This design comes from an exercise in tuning for small area on the open sky130 flow, not from production work.
Where RTL was checked, it was by simulation tests only, not by an equivalence proof against the original.
Power figures rest on the tool's default switching activity, not on a simulated workload.

==> flow/design.v (excerpt) <==
module raiden_core (
    input  wire        clk,
    input  wire        rst,
    input  wire        req_valid,
    input  wire        req_we,
    input  wire [7:0]  req_addr,
    input  wire [31:0] req_wdata,
    output wire        rsp_valid,
    output wire [31:0] rsp_rdata,
    output wire        rsp_err,
    input  wire [7:0]  trig_in,
    input  wire        uart_rx,
    output wire        out_o,
    output wire        out_oe,
    output wire        outn_o,
    output wire        outn_oe,
    output wire        armed_o,
    output wire        fired_o,
    output wire [15:0] pull_o
);
    localparam [2:0] PG_STOPPED = 3'd0;
    localparam [2:0] PG_WAIT    = 3'd1;
    localparam [2:0] PG_PAUSE   = 3'd2;
    localparam [2:0] PG_HIGH    = 3'd3;
    localparam [2:0] PG_LOW     = 3'd4;
    localparam [2:0] D_OFF  = 3'd0;    
    localparam [2:0] D_IDLE = 3'd1;    
    localparam [2:0] D_W2   = 3'd2;    
    localparam [2:0] D_Q    = 3'd3;    
    localparam [2:0] D_DATA = 3'd4;    
    reg [31:0] cfg_pause, cfg_width, cfg_gap, cfg_count, cfg_div;
    reg [1:0]  cfg_kind;
    reg [7:0]  cfg_pin;
    reg        cfg_edge;
    reg [7:0]  cfg_byte;
    reg        cfg_out_en, cfg_inv_en;
    reg        armed, fired, rel;
    reg [2:0]  pg_st;
    reg [31:0] pg_ncnt, pg_nreps;    
    reg [31:0] pg_w, pg_g, pg_p;
    wire [31:0] pg_cnt  = ~pg_ncnt;
    wire [31:0] pg_reps = ~pg_nreps;
    reg [2:0]  det_st;
    reg [5:0]  dk;
    reg        match;
    reg [1:0]  resident;
    reg [7:0]  lat_byte;           
    reg [31:0] lat_div;
    reg [31:0] gcount;
    reg [3:0]  aux;
    reg [1:0]  result;
    reg        rq_valid, rq_err;
    reg [3:0]  rq_sel;
    wire [2:0] lat_pin  = lat_byte[2:0];
    wire       lat_edge = lat_byte[3];
    wire       gpio_hit = trig_in[lat_pin] ^ lat_edge;    
    wire       bit_ok   = (uart_rx == lat_byte[dk[5:3]]);
    wire cnt_hi0  = (pg_cnt[31:1] == 31'd0);
    wire p0       = (pg_p == 32'd0);
    wire cnt1     = cnt_hi0 &  pg_cnt[0];    
    wire tick     = cnt1;
    wire reps_hi0 = (pg_reps[31:1] == 31'd0);
    wire reps0    = reps_hi0 & ~pg_reps[0];
    wire reps1    = reps_hi0 &  pg_reps[0];
  ...
Size: about 1300 cells after synthesis, roughly 110 I/O pins.
Settings: LEC_CHECK=0, CAP_MARGIN=20, CORE_MARGIN=2, CORE_UTILIZATION=40, SLEW_MARGIN=20; clock period 10.0 ns.
standard.sh (not shown) runs the stock make flow with config.mk's settings and CLKGATE_MAP_FILE= SYNTH_SCRIPT=/design/flow/synth_recipe.tcl, a recipe that flattens the netlist after the stock synthesis.
==> flow/flow/run.sh <==
#!/bin/bash
# Standard layout with three changes: ABC maps the logic with an
# area-oriented script (flow/area.abc, via flow/synth.tcl which wraps the standard flow's
# own synthesis script); port buffers use the smallest buffer cell; the clock
# tree is built from clkbuf_4 (sink clusters of up to 8) with no dummy loads.
set -euo pipefail
export MY_ABC_SCRIPT="$PWD/flow/area.abc"
export FLOW_SYNTH_TCL="$PWD/synth_recipe.tcl"
bash standard.sh SYNTH_SCRIPT="$PWD/flow/synth.tcl" \
  BUFFER_PORTS_ARGS="-buffer_cell sky130_fd_sc_hd__buf_1" \
  CTS_ARGS="-sink_clustering_enable -repair_clock_nets -dont_use_dummy_load -buf_list sky130_fd_sc_hd__clkbuf_4 -sink_clustering_size 8 -sink_clustering_max_diameter 60" \
  finish > flow_standard.log 2>&1
==> flow/flow/area.abc <==
&get -n
&st
&dc2
&dch -f
&nf -R 1000
&st
&dc2
&dch -f
&nf -R 1000
&put
topo
dnsize -c
==> flow/flow/synth.tcl <==
# The standard synthesis script (synth_recipe.tcl), with the ABC logic
# mapping run from flow/area.abc (an area-oriented script) instead of
# ORFS's speed script. Flip-flop mapping, flattening and naming are unchanged.
proc abc {args} {
  set i [lsearch -exact $args -script]
  if {$i >= 0} {
    lset args [expr {$i + 1}] $::env(MY_ABC_SCRIPT)
  }
  yosys abc {*}$args
}
source $::env(FLOW_SYNTH_TCL)
Rerun with:
--- a/flow/design.v
+++ b/flow/design.v
@@ -95,24 +95,24 @@
     wire arm_cfg_bad = (cfg_kind == 2'd1) && (cfg_pin[7:3] != 5'd0);
     wire arm_ok   = c_arm && !armed && !arm_cfg_bad;
     wire exe_ok   = c_exe && armed;
     wire poll_ok  = c_poll && armed && !(in_wait && !rel);
     wire disarm   = exe_ok || poll_ok || ((c_dis || c_rst) && armed);
     wire do_start = in_wait && (rel || exe_ok);
     wire cfg_rst  = rst || c_rst;
     wire is_high = (pg_st == PG_HIGH);
-    wire s_p   = ~arm_ok & do_start & ~p0;
-    wire s_w   = ~arm_ok & ((do_start & p0) | (~do_start & cnt1 & ~in_wait & ~is_high));
-    wire s_g   = ~arm_ok & ~do_start & cnt1 & is_high;
-    wire s_d   = ~arm_ok & ~do_start & cnt1 & in_wait;
-    wire s_dec = ~arm_ok & ~do_start & ~cnt1;
+    wire s_p   = do_start & ~p0;
+    wire s_w   = (do_start & p0) | (~do_start & cnt1 & ~in_wait & ~is_high);
+    wire s_g   = ~do_start & cnt1 & is_high;
+    wire s_d   = ~do_start & cnt1 & in_wait;
+    wire s_dec = ~do_start & ~cnt1;
     wire [31:0] cnt_mux = ({32{s_p}} & pg_p) | ({32{s_w}} & pg_w) |
                           ({32{s_g}} & pg_g) | ({32{s_d}} & lat_div) |
-                          ({32{s_dec}} & dec) | {31'd0, arm_ok};
+                          ({32{s_dec}} & dec);
     reg        fire;
     reg [2:0]  n_det_st;
     reg        dk_clr, dk_inc;
     reg        n_match;
     reg [2:0]  n_pg_st;
     reg [31:0] n_pg_cnt, n_pg_reps, n_pg_w, n_pg_g;
     reg        n_rel;
     reg [1:0]  n_result;
@@ -192,16 +192,17 @@
             endcase
         end
         n_pg_cnt = cnt_mux;
         n_pg_reps = reps_dec;
         n_rel = (rel & ~in_wait) | fire;
         if (arm_ok) begin
             n_det_st  = (cfg_kind != 2'd0) ? D_IDLE : D_OFF;
             n_pg_st   = PG_WAIT;
+            n_pg_cnt  = 32'd1;
             n_pg_reps = cfg_count;
             n_pg_w    = (cfg_width[31:2] == 30'd0) ? 32'd4 : cfg_width;
             n_pg_g    = (cfg_gap[31:2]   == 30'd0) ? 32'd4 : cfg_gap;
             n_rel     = 1'b0;
         end
         if (disarm) begin
             n_det_st = D_OFF;
             if (n_pg_st == PG_WAIT)
@@ -286,22 +287,22 @@
     end
     always @(posedge clk) begin
         pg_ncnt  <= ~n_pg_cnt;
         pg_nreps <= ~n_pg_reps;
         pg_w    <= n_pg_w;
         pg_g    <= n_pg_g;
         dk      <= (dk + {5'd0, dk_inc}) & ~{6{dk_clr}};
         match   <= n_match;
-        if (!armed) begin
-            pg_p    <= cfg_pause;
-            lat_div <= cfg_div;
-        end
         if (arm_ok)
+            pg_p <= cfg_pause;
+        if (arm_ok) begin
             lat_byte <= (cfg_kind == 2'd1) ? {4'd0, cfg_edge, cfg_pin[2:0]} : cfg_byte;
+            lat_div  <= cfg_div;
+        end
     end
     reg [31:0] rd_val;
     always @* begin
         case (rq_sel)
             4'd1:  rd_val = {18'd0, resident, 1'b0, in_wait, 4'b0000,
                              fired, armed, 1'b0, result[1] & ~result[0], result[1] & result[0], result[0]};
             4'd2:  rd_val = cfg_pause;
             4'd3:  rd_val = cfg_width;
With this change the flow reached the layout checks and failed them: max-slew violations; cell area is higher by 1.2%; sequential share of layout area decreases by 0.74 points; synthesized cell count goes up by 4.3%; worst setup slack gains 95 ps; global-route usage goes up by 0.62 points; via count rises by 3.2%; routed wire length grows by 3.7%; area after synthesis increases by 0.92%; sequential cell count is unchanged; total power goes up by 0.33%.
For the second run of this note, only the layout was checked, not whether the RTL still works.

==> what the ideal ports hide <==
Ports are ideal in the flow. The routed layouts listed here were re-timed in OpenROAD.
Step 1 assumes that a clkbuf_16 drives the clock port and a buf_2 every other input.
Step 2 also shifts input and output timing later by t, the mid clock arrival at the registers, as if the neighbouring blocks saw the same clock.
Slacks: ideal / step 1 / step 2; pairs: ideal / step 1.
| run | t, ns | setup slack, ns | hold WS [ns] | clock arrival spread, ns | cell pins on the clock port's net |
|---|---|---|---|---|---|
| the first run | 0.852 | 2.550 / 2.550 / 1.740 | 0.404 / 0.404 / 0.404 | 0.070 / 0.070 | 1 |
| the second run | 0.782 | 2.646 / 2.646 / 2.646 | 0.425 / 0.425 / 0.425 | 0.047 / 0.047 | 1 |
The setup slack of the first run, which loses most, moves by 0.000 ns with the drivers and by -0.810 ns with both steps.
